Source: an optimization exercise on an open RTL-to-GDS flow (aim: small area). Production flows keep margins and buffers that such runs may drop.
At most, simulation tests tie the RTL to the original design; equivalence was not proved.
The clock port is modelled as an ideal driver; clocking choices that lean on that would not hold on a real chip.
No activity file was given, so power comes from the tool's default toggle rates.

## psk_mod
module psk_mod (
    input  wire        clk,
    input  wire        rst,
    input  wire        tok_valid,
    output wire        tok_ready,
    input  wire [2:0]  tok_tag,
    input  wire [15:0] tok_data,
    input  wire        cancel,
    input  wire        smp_valid,
    output wire        smp_ready,
    input  wire [63:0] smp_t,
    output wire        res_valid,
    output wire [7:0]  res_amp,
    output wire        res_phase,
    output wire [31:0] res_freq,
    output wire        res_ack,
    output wire [7:0]  res_handle,
    output wire [1:0]  fault
);
Size in the first run: about 770 cells after synthesis, ~140 I/O pins, roughly 6700 um^2 of cells after synthesis.
export LEC_CHECK = 0
export ABC_AREA = 1
export CAP_MARGIN = 20
export CORE_MARGIN = 2
export CORE_UTILIZATION = 40
export GPL_TIMING_DRIVEN = 0
export SLEW_MARGIN = 20
create_clock -name core_clock -period 100.0 [get_ports {clk}]
standard.sh (not shown) runs the stock make flow with config.mk's settings and CLKGATE_MAP_FILE= SYNTH_SCRIPT=/design/flow/synth_recipe.tcl, a recipe that flattens the netlist after the stock synthesis.
==> flow/flow/run.sh <==
#!/bin/bash
# The standard layout (standard.sh: ORFS synthesis, floorplan, place,
# CTS, route, finish), with these changes made through the environment that
# ORFS reads:
#  - synthesis maps the logic with the ABC script flow/abc_area.script (a
#    stronger area-oriented mapping; ABC only sees the combinational logic,
#    so the registers are those of the standard synthesis), and leaves the
#    adders to ABC instead of mapping them to fixed full/half adder cells;
#  - the input and output port buffers use the smallest buffer cell;
#  - clock tree synthesis inserts no dummy loads and uses clkbuf_8 buffers.
# The full make output goes to standard.log; ORFS's own per-step logs are
# under orfs/logs/.
set -o pipefail
rm -rf scripts_abc
cp -r "$FLOW_HOME/scripts" scripts_abc
cp flow/abc_area.script scripts_abc/abc_area.script
export SCRIPTS_DIR="$PWD/scripts_abc"
export ABC_AREA=1
export ADDER_MAP_FILE=
export REMOVE_ABC_BUFFERS=1
export SKIP_REPAIR_TIE_FANOUT=1
export BUFFER_PORTS_ARGS="-buffer_cell sky130_fd_sc_hd__buf_1"
export CTS_ARGS="-sink_clustering_enable -repair_clock_nets -dont_use_dummy_load -buf_list sky130_fd_sc_hd__clkbuf_8"
bash standard.sh > standard.log 2>&1
==> flow/flow/abc_area.script <==
strash
&get -n
&fraig -x
&st
&syn2
&dch -f
&nf -R 1000
&st
&syn2
&dch -f
&nf -R 1000
&put
Change:
--- a/flow/flow/run.sh
+++ b/flow/flow/run.sh
@@ -20,2 +19,0 @@
-export REMOVE_ABC_BUFFERS=1
-export SKIP_REPAIR_TIE_FANOUT=1
- CORE_UTILIZATION: 40 -> 65
- GPL_TIMING_DRIVEN: 0 -> default
Result: Core utilization came out higher by 28 points. Setup slack is better by 0.0061 ns. Routed wire length came out higher by a few percent.
Change:
- CORE_UTILIZATION: 65 -> 40
Result: Routed wire length is higher by 1.0%. Utilization is lower by 28 points. Power is lower by 0.48%. Synthesized area does not change. Final cell count is higher by 8.2%. Worst setup slack gets worse by 0.0055 ns.
Change:
--- a/flow/flow/run.sh
+++ b/flow/flow/run.sh
@@ -19,0 +20,2 @@
+export REMOVE_ABC_BUFFERS=1
+export SKIP_REPAIR_TIE_FANOUT=1
==> flow/flow/abc_area.script (replaced) <==
strash
&get -n
&fraig -x
&st
&dc2
&syn2
&dch -f
&nf -R 1000
&st
&dc2
&syn2
&dch -f
&nf -R 1000
&st
&dc2
&syn2
&dch -f
&nf -R 1000
&put
- GPL_TIMING_DRIVEN: default -> 0
After rerunning:
- setup slack degrades by 0.053 ns
- die area rises by 0.73%
- fmax is about the same
- cell area falls by 1.1%
- sequential share of layout area rises by 0.42 points
- clock power stays flat
- total power barely changes
- utilization falls by 0.65 points
Change:
--- a/flow/flow/run.sh
+++ b/flow/flow/run.sh
@@ -21 +20,0 @@
-export SKIP_REPAIR_TIE_FANOUT=1
==> flow/flow/abc_area.script (replaced) <==
strash
&get -n
&fraig -x
&st
&syn2
&dch -f
&nf -R 1000
&st
&syn2
&dch -f
&nf -R 1000
&put
Wire length decreases by a few percent.
Sequential power fell slightly.
Via count shrinks by a few percent.
Change:
--- a/flow/flow/run.sh
+++ b/flow/flow/run.sh
@@ -10 +10,3 @@
-#  - clock tree synthesis inserts no dummy loads and uses clkbuf_8 buffers.
+#  - clock tree synthesis inserts no dummy loads and uses clkbuf_8 buffers;
+#    after it, flow/cts_size.tcl sizes each leaf clock buffer down to the
+#    smallest clkbuf that keeps the register clock-pin slew at 0.115 ns or less.
@@ -20,0 +23 @@
+export SKIP_REPAIR_TIE_FANOUT=1
@@ -21,0 +25 @@
+export POST_CTS_TCL="$PWD/flow/cts_size.tcl"
==> flow/flow/abc_area.script (replaced) <==
strash
&get -n
&fraig -x
&st
&syn3
&dch -f
&nf -R 1000
&st
&syn3
&dch -f
&nf -R 1000
&put
strash
&get -n
&st
&syn3
&dch -f
&nf -R 1000
&put
==> flow/flow/cts_size.tcl (new file) <==
proc cts_leaf_max_slew { inst } {
  set mx 0
  foreach t [$inst getITerms] {
    if {![$t isOutputSignal]} { continue }
    foreach s [[$t getNet] getITerms] {
      if {![$s isInputSignal]} { continue }
      set pin [get_pins [[$s getInst] getName]/[[$s getMTerm] getName]]
      foreach prop {slew_max_rise slew_max_fall} {
        set v [get_property $pin $prop]
        if {$v > $mx} { set mx $v }
      }
    }
  }
  return $mx
}
proc cts_leaf_is_leaf { inst } {
  foreach t [$inst getITerms] {
    if {![$t isOutputSignal]} { continue }
    foreach s [[$t getNet] getITerms] {
      if {[$s isInputSignal] && [[$s getMTerm] getName] ne "CLK"} { return 0 }
    }
  }
  return 1
}
estimate_parasitics -placement
set cts_sized 0
foreach inst [[ord::get_db_block] getInsts] {
  if {![string match "clkbuf_*" [$inst getName]]} { continue }
  set master [[$inst getMaster] getName]
  if {![string match "sky130_fd_sc_hd__clkbuf_*" $master]} { continue }
  if {![cts_leaf_is_leaf $inst]} { continue }
  foreach c {sky130_fd_sc_hd__clkbuf_2 sky130_fd_sc_hd__clkbuf_4 sky130_fd_sc_hd__clkbuf_8} {
    replace_cell [get_cells [$inst getName]] $c
    estimate_parasitics -placement
    if {[cts_leaf_max_slew $inst] <= 0.115 || $c eq $master} { break }
  }
  if {$c ne $master} { incr cts_sized }
  puts "cts_size: [$inst getName] $master -> $c, slew [cts_leaf_max_slew $inst]"
}
puts "cts_size: resized $cts_sized leaf clock buffers"
The new run completed without violations.
Cell area is lower by 4.1%.
Non-clock buffer count went down by 2.
Total power drops by 5.4%.
Fmax went down by 1.0%.
Hold slack hardly moves.

---

Another version of the RTL of psk_mod (not shown whole).
Size: ~800 cells after synthesis, roughly 140 flip-flops, ~140 I/O pins, ~7000 sq um of cells after synthesis.
Settings: LEC_CHECK=0, ABC_AREA=1, CAP_MARGIN=20, CORE_MARGIN=2, CORE_UTILIZATION=40, SLEW_MARGIN=20, SYNTH_HIERARCHICAL=1; clock period 100.0 ns.
==> flow/flow/run.sh <==
#!/bin/bash
# The standard layout (standard.sh: ORFS synthesis, floorplan, place,
# CTS, route, finish), with these changes made through the environment that
# ORFS reads:
#  - synthesis maps the logic with the ABC script flow/abc_area.script (a
#    stronger area-oriented mapping; ABC only sees the combinational logic,
#    so the registers are those of the standard synthesis), and leaves the
#    adders to ABC instead of mapping them to fixed full/half adder cells;
#  - the input and output port buffers use the smallest buffer cell;
#  - clock tree synthesis inserts no dummy loads and uses clkbuf_8 buffers.
# The full make output goes to standard.log; ORFS's own per-step logs are
# under orfs/logs/.
set -o pipefail
rm -rf scripts_abc
cp -r "$FLOW_HOME/scripts" scripts_abc
cp flow/abc_area.script scripts_abc/abc_area.script
export SCRIPTS_DIR="$PWD/scripts_abc"
export ABC_AREA=1
export ADDER_MAP_FILE=
export BUFFER_PORTS_ARGS="-buffer_cell sky130_fd_sc_hd__buf_1"
export CTS_ARGS="-sink_clustering_enable -repair_clock_nets -dont_use_dummy_load -buf_list sky130_fd_sc_hd__clkbuf_8"
bash standard.sh > standard.log 2>&1
==> flow/flow/abc_area.script <==
strash
&get -n
&fraig -x
&st
&syn2
&dch -f
&nf -R 1000
&st
&syn2
&dch -f
&nf -R 1000
&put
The first run finished with timing, DRC and antenna clean.
Then changed:
Settings changed: SYNTH_HIERARCHICAL 1 to unset.
Hold slack barely changes.
Count of clock-buffer cells in the layout is unchanged.
Sequential power climbs slightly.
Final cell count falls slightly.
Power grows by a few percent.
Area after synthesis falls slightly.
Cell area decreases slightly.
Wire length drops by a few percent.
Die area shrinks slightly.
Setup slack gets worse by 210 ps.
Critical path depth came out lower by 1.
No functional check of the RTL was part of any run of this note.

---

Setup of build 83:
Another version of the RTL of psk_mod (not shown whole).
Size: about 730 cells after synthesis, ~140 I/O pins.
Settings: LEC_CHECK=0, ABC_AREA=1, CAP_MARGIN=20, CORE_MARGIN=2, CORE_UTILIZATION=40, GPL_TIMING_DRIVEN=0, SLEW_MARGIN=20; clock period 100.0 ns.
==> flow/flow/run.sh <==
#!/bin/bash
# The standard layout (standard.sh: ORFS synthesis, floorplan, place,
# CTS, route, finish), with these changes made through the environment that
# ORFS reads:
#  - synthesis maps the logic with the ABC script flow/abc_area.script (a
#    stronger area-oriented mapping; ABC only sees the combinational logic,
#    so the registers are those of the standard synthesis), and leaves the
#    adders to ABC instead of mapping them to fixed full/half adder cells;
#  - the input and output port buffers use the smallest buffer cell;
#  - clock tree synthesis inserts no dummy loads and uses clkbuf_8 buffers;
#    after it, flow/cts_size.tcl sizes each leaf clock buffer down to the
#    smallest clkbuf that keeps the register clock-pin slew at 0.115 ns or less.
# The full make output goes to standard.log; ORFS's own per-step logs are
# under orfs/logs/.
set -o pipefail
rm -rf scripts_abc
cp -r "$FLOW_HOME/scripts" scripts_abc
cp flow/abc_area.script scripts_abc/abc_area.script
export SCRIPTS_DIR="$PWD/scripts_abc"
export ABC_AREA=1
export ADDER_MAP_FILE=
export REMOVE_ABC_BUFFERS=1
export SKIP_REPAIR_TIE_FANOUT=1
export BUFFER_PORTS_ARGS="-buffer_cell sky130_fd_sc_hd__buf_1"
export POST_CTS_TCL="$PWD/flow/cts_size.tcl"
export CTS_ARGS="-sink_clustering_enable -repair_clock_nets -dont_use_dummy_load -buf_list sky130_fd_sc_hd__clkbuf_8"
bash standard.sh > standard.log 2>&1
==> flow/flow/abc_area.script <==
strash
&get -n
&fraig -x
&st
&syn3
&dch -f
&nf -R 1000
&st
&syn3
&dch -f
&nf -R 1000
&put
strash
&get -n
&st
&syn3
&dch -f
&nf -R 1000
&put
==> flow/flow/cts_size.tcl <==
proc cts_leaf_max_slew { inst } {
  set mx 0
  foreach t [$inst getITerms] {
    if {![$t isOutputSignal]} { continue }
    foreach s [[$t getNet] getITerms] {
      if {![$s isInputSignal]} { continue }
      set pin [get_pins [[$s getInst] getName]/[[$s getMTerm] getName]]
      foreach prop {slew_max_rise slew_max_fall} {
        set v [get_property $pin $prop]
        if {$v > $mx} { set mx $v }
      }
    }
  }
  return $mx
}
proc cts_leaf_is_leaf { inst } {
  foreach t [$inst getITerms] {
    if {![$t isOutputSignal]} { continue }
    foreach s [[$t getNet] getITerms] {
      if {[$s isInputSignal] && [[$s getMTerm] getName] ne "CLK"} { return 0 }
    }
  }
  return 1
}
estimate_parasitics -placement
set cts_sized 0
foreach inst [[ord::get_db_block] getInsts] {
  if {![string match "clkbuf_*" [$inst getName]]} { continue }
  set master [[$inst getMaster] getName]
  if {![string match "sky130_fd_sc_hd__clkbuf_*" $master]} { continue }
  if {![cts_leaf_is_leaf $inst]} { continue }
  foreach c {sky130_fd_sc_hd__clkbuf_2 sky130_fd_sc_hd__clkbuf_4 sky130_fd_sc_hd__clkbuf_8} {
    replace_cell [get_cells [$inst getName]] $c
    estimate_parasitics -placement
    if {[cts_leaf_max_slew $inst] <= 0.115 || $c eq $master} { break }
  }
  if {$c ne $master} { incr cts_sized }
  puts "cts_size: [$inst getName] $master -> $c, slew [cts_leaf_max_slew $inst]"
}
puts "cts_size: resized $cts_sized leaf clock buffers"
Build 83: full flow OK, the timing, design-rule and antenna checks passed
The following lists how build 34 was set up differently from build 83:
Settings: CORE_UTILIZATION now 60, was 40.
==> flow/flow/abc_area.script <==
strash
&get -n
&fraig -x
&st
&deepsyn -T 60
&dch -f
&nf -R 1000
&put
Findings:
No stage failed in build 34, and the final checks on the layout all came back clean. Build 83: flow completed, timing, DRC and antenna clean. Build 34: clock skew higher than build 83. Design area (higher): build 83. Per the comparison of build 34 with build 83, clock latency on the worst-skew pair fell by 0.02 ns; power fell by about 2.8%; number of sinks driven by the clock tree stayed essentially flat; count of filler cells inserted in the layout fell by about 44%; maximum frequency rose by about 0.8%. Where power of the clock network is concerned, build 83 is outperformed by build 34. Compared with build 83, build 34 shows met3 global-route usage higher by 1.7 points. What build 83 reported for number of multi-input logic gates has to be multiplied by 0.889 to get the figure for build 34.
[inputs] build 11 vs build 34
Settings: CORE_UTILIZATION: 60 -> 40.
-- flow/flow/run.sh --
<<< build 34, line 10
#  - clock tree synthesis inserts no dummy loads and uses clkbuf_8 buffers;
#    after it, flow/cts_size.tcl sizes each leaf clock buffer down to the
#    smallest clkbuf that keeps the register clock-pin slew at 0.115 ns or less.
>>> build 11, line 10
#  - clock tree synthesis inserts no dummy loads and uses clkbuf_8 buffers.
<<< build 34, line 23
export SKIP_REPAIR_TIE_FANOUT=1
>>> build 11, line 21
<<< build 34, line 25
export POST_CTS_TCL="$PWD/flow/cts_size.tcl"
>>> build 11, line 22
-- flow/flow/abc_area.script --
<<< build 34, line 5
&deepsyn -T 60
>>> build 11, line 5
&syn2
&dch -f
&nf -R 1000
&st
&syn2
removed: flow/flow/cts_size.tcl
Build 11 | stages: all done | timing, DRC, antenna: all pass
Cmp build 11 vs build 34: final-layout non-clock buffer area share lower in build 11
Per the comparison of build 11 with build 34, final instance count without filler cells went up by about 24%, first-pass detailed-route iteration total went up by 1, non-clock buffer count went down by about 1.8%, sequential cell count of the final layout was more or less identical, standby leakage power went up by about 10%.
Of the two values seen for commonest non-fill, non-tap cell in the layout, sky130_fd_sc_hd__buf_1 was produced by build 34 and sky130_fd_sc_hd__nor2_1 by build 11.
When build 11 is set beside build 34, its total routing usage reported by global routing turns out to be 8.4 points smaller.
Input-level comparison between build 37 and build 11:
-- flow/flow/run.sh --
<<< build 11, line 10
#  - clock tree synthesis inserts no dummy loads and uses clkbuf_8 buffers.
>>> build 37, line 10
#  - clock tree synthesis inserts no dummy loads and uses clkbuf_8 buffers;
#    after it, flow/cts_size.tcl sizes each leaf clock buffer down to the
#    smallest clkbuf that keeps the register clock-pin slew at 0.115 ns or less.
<<< build 11, line 21
>>> build 37, line 23
export SKIP_REPAIR_TIE_FANOUT=1
<<< build 11, line 22
>>> build 37, line 25
export POST_CTS_TCL="$PWD/flow/cts_size.tcl"
-- flow/flow/abc_area.script --
<<< build 11, line 5
>>> build 37, line 5
&dc2
<<< build 11, line 9
>>> build 37, line 10
&dc2
&syn2
&dch -f
&nf -R 1000
&st
&dc2
==> flow/flow/cts_size.tcl (new file) <==
proc cts_leaf_max_slew { inst } {
  set mx 0
  foreach t [$inst getITerms] {
    if {![$t isOutputSignal]} { continue }
    foreach s [[$t getNet] getITerms] {
      if {![$s isInputSignal]} { continue }
      set pin [get_pins [[$s getInst] getName]/[[$s getMTerm] getName]]
      foreach prop {slew_max_rise slew_max_fall} {
        set v [get_property $pin $prop]
        if {$v > $mx} { set mx $v }
      }
    }
  }
  return $mx
}
proc cts_leaf_is_leaf { inst } {
  foreach t [$inst getITerms] {
    if {![$t isOutputSignal]} { continue }
    foreach s [[$t getNet] getITerms] {
      if {[$s isInputSignal] && [[$s getMTerm] getName] ne "CLK"} { return 0 }
    }
  }
  return 1
}
estimate_parasitics -placement
set cts_sized 0
foreach inst [[ord::get_db_block] getInsts] {
  if {![string match "clkbuf_*" [$inst getName]]} { continue }
  set master [[$inst getMaster] getName]
  if {![string match "sky130_fd_sc_hd__clkbuf_*" $master]} { continue }
  if {![cts_leaf_is_leaf $inst]} { continue }
  foreach c {sky130_fd_sc_hd__clkbuf_2 sky130_fd_sc_hd__clkbuf_4 sky130_fd_sc_hd__clkbuf_8} {
    replace_cell [get_cells [$inst getName]] $c
    estimate_parasitics -placement
    if {[cts_leaf_max_slew $inst] <= 0.115 || $c eq $master} { break }
  }
  if {$c ne $master} { incr cts_sized }
  puts "cts_size: [$inst getName] $master -> $c, slew [cts_leaf_max_slew $inst]"
}
puts "cts_size: resized $cts_sized leaf clock buffers"
- The final layout from build 37, which completed every stage, passed the timing, design-rule and antenna checks at the end of the flow.
- Diff build 11 -> build 37 | power consumed by the clock network | down by more than 10%
- Relative to build 11, the cell area after synthesis measured on build 37 has decreased slightly.
- Die height ends up higher on build 11.
- The effective utilization at floorplan of build 11 and that of build 37 are within noise of each other.
- On total power, the lower figure sits with build 37, not build 11.
- Against build 11 as the reference, build 37 delivers a higher combinational share of power.
- In build 37 relative to build 11, routability congestion estimate had gone up slightly.
--- input diff build 37..build 46 ---
==> flow/flow/abc_area.script <==
strash
&get -n
&fraig -x
&st
&deepsyn -T 60
&dch -f
&nf -R 1000
&put
Notes after the runs:
Compared to build 37, build 46 has maximum frequency 0.23 MHz higher.
Worst stage delay on the critical path for build 46: 0.17 ns down relative to build 37
Final standard cell area without fillers in build 46 vs build 37: down 7.2%
Sort build 46 and build 37 by die boundary height asc -> top: build 46
Build 46: post-route worst setup slack higher than build 37
Taking build 37 as the reference point, the core footprint of build 46 falls by 1300 µm².
Looking at via count across build 46 and build 37, the one that comes out higher is build 37.
| combined buffer and inverter count along the critical path | build 46 vs build 37 | ≈ equal |
Looking at number of non-clock buffers across build 46 and build 37, the one that comes out higher is build 46.
In the metrics for build 46 and build 37, the one carrying the higher final hold slack is build 37.
On site row count: between build 46 and build 37, it ends up lower for build 46.
What build 94 does differently from build 46 at the input level:
-- flow/flow/run.sh --
<<< build 46, line 10
#  - clock tree synthesis inserts no dummy loads and uses clkbuf_8 buffers;
#    after it, flow/cts_size.tcl sizes each leaf clock buffer down to the
#    smallest clkbuf that keeps the register clock-pin slew at 0.115 ns or less.
>>> build 94, line 10
#  - clock tree synthesis inserts no dummy loads and uses clkbuf_8 buffers.
<<< build 46, line 25
export POST_CTS_TCL="$PWD/flow/cts_size.tcl"
>>> build 94, line 23
-- flow/flow/abc_area.script --
<<< build 46, line 5
&deepsyn -T 60
>>> build 94, line 5
&dc2
&syn2
&dch -f
&nf -R 1000
&st
&dc2
&syn2
&dch -f
&nf -R 1000
&st
&dc2
&syn2
removed: flow/flow/cts_size.tcl
Results
Final period utilization: build 94 vs build 46 up 0.39 points. From build 46 to build 94 the numbers moved as follows: wire length after detailed routing rose 5.2%, final worst slack fell 0.39 ns. Of build 94 and build 46, the run reporting the higher final design instance area without fill was build 94. Compared with build 46, build 94 shows a higher final cell count without fillers. Leakage component of the power in build 94 is 5.8% higher than in build 46. Build 94 has utilization above what build 46 had. Total standard cell area after synthesis went up by a little under 10% going from build 46 to build 94. Clock group share of total power on build 94 is up relative to build 46. Build 94 finished every stage and its layout cleared the timing, design-rule and antenna checks. From build 46 to build 94 the numbers moved as follows: register share of total power decreased 5.5 points; logic gate share of total power shows an increase of 1.6 points.

==> static timing again, ports no longer ideal <==
The results above use ideal ports. As a check the final layouts listed here were re-extracted and re-timed, cells and wires unchanged. Step 1: set_driving_cell puts a clkbuf_16 on clk and a buf_2 on each other input, an assumption about the parent block. Step 2 adds t to the input delays and takes it off the output delays; t is the mean of the earliest and latest rising clock arrival at the registers after step 1. Input paths then give back, and output paths get back, about the clock's delay inside the block. a / b / c = no drivers / after step 1 / after step 2; a / b = the first two.
| run | t, ns | setup WS [ns] | hold slack, ns | worst setup path after step 2 | cell pins on the clock port's net |
|---|---|---|---|---|---|
| the first run of note 1 | 0.464 | 58.568 / 58.542 / 58.542 | 0.310 / 0.310 / 0.310 | input to output | 1 |
| the second run of note 1 | 0.453 | 58.574 / 58.554 / 58.554 | 0.312 / 0.312 / 0.312 | input to output | 1 |
| the third run of note 1 | 0.466 | 58.568 / 58.548 / 58.548 | 0.312 / 0.312 / 0.312 | input to output | 1 |
| the fourth run of note 1 | 0.470 | 58.516 / 58.493 / 58.493 | 0.298 / 0.297 / 0.297 | input to output | 1 |
| the fifth run of note 1 | 0.463 | 58.453 / 58.433 / 58.433 | 0.301 / 0.301 / 0.301 | input to output | 1 |
| the sixth run of note 1 | 0.427 | 58.033 / 58.013 / 58.013 | 0.303 / 0.303 / 0.303 | input to output | 1 |
| the first run of note 2 | 0.476 | 58.439 / 58.419 / 58.419 | 0.314 / 0.314 / 0.314 | input to output | 1 |
| the second run of note 2 | 0.449 | 58.226 / 58.204 / 58.204 | 0.316 / 0.316 / 0.316 | input to output | 1 |
| build 83 | 0.440 | 58.024 / 58.003 / 58.003 | 0.315 / 0.315 / 0.315 | input to output | 1 |
| build 34 | 0.413 | 58.354 / 58.334 / 58.334 | 0.312 / 0.312 / 0.312 | input to output | 1 |
| build 11 | 0.448 | 58.611 / 58.592 / 58.592 | 0.296 / 0.296 / 0.296 | input to output | 1 |
| build 37 | 0.424 | 58.270 / 58.251 / 58.251 | 0.303 / 0.303 / 0.303 | input to output | 1 |
| build 46 | 0.427 | 58.659 / 58.639 / 58.639 | 0.298 / 0.298 / 0.298 | input to output | 1 |
| build 94 | 0.453 | 58.273 / 58.254 / 58.254 | 0.307 / 0.307 / 0.307 | input to output | 1 |
After both steps setup and hold are still met in every run listed. The setup slack of the first run of note 1, which loses most, moves by -0.026 ns with the drivers and by -0.026 ns with both steps.
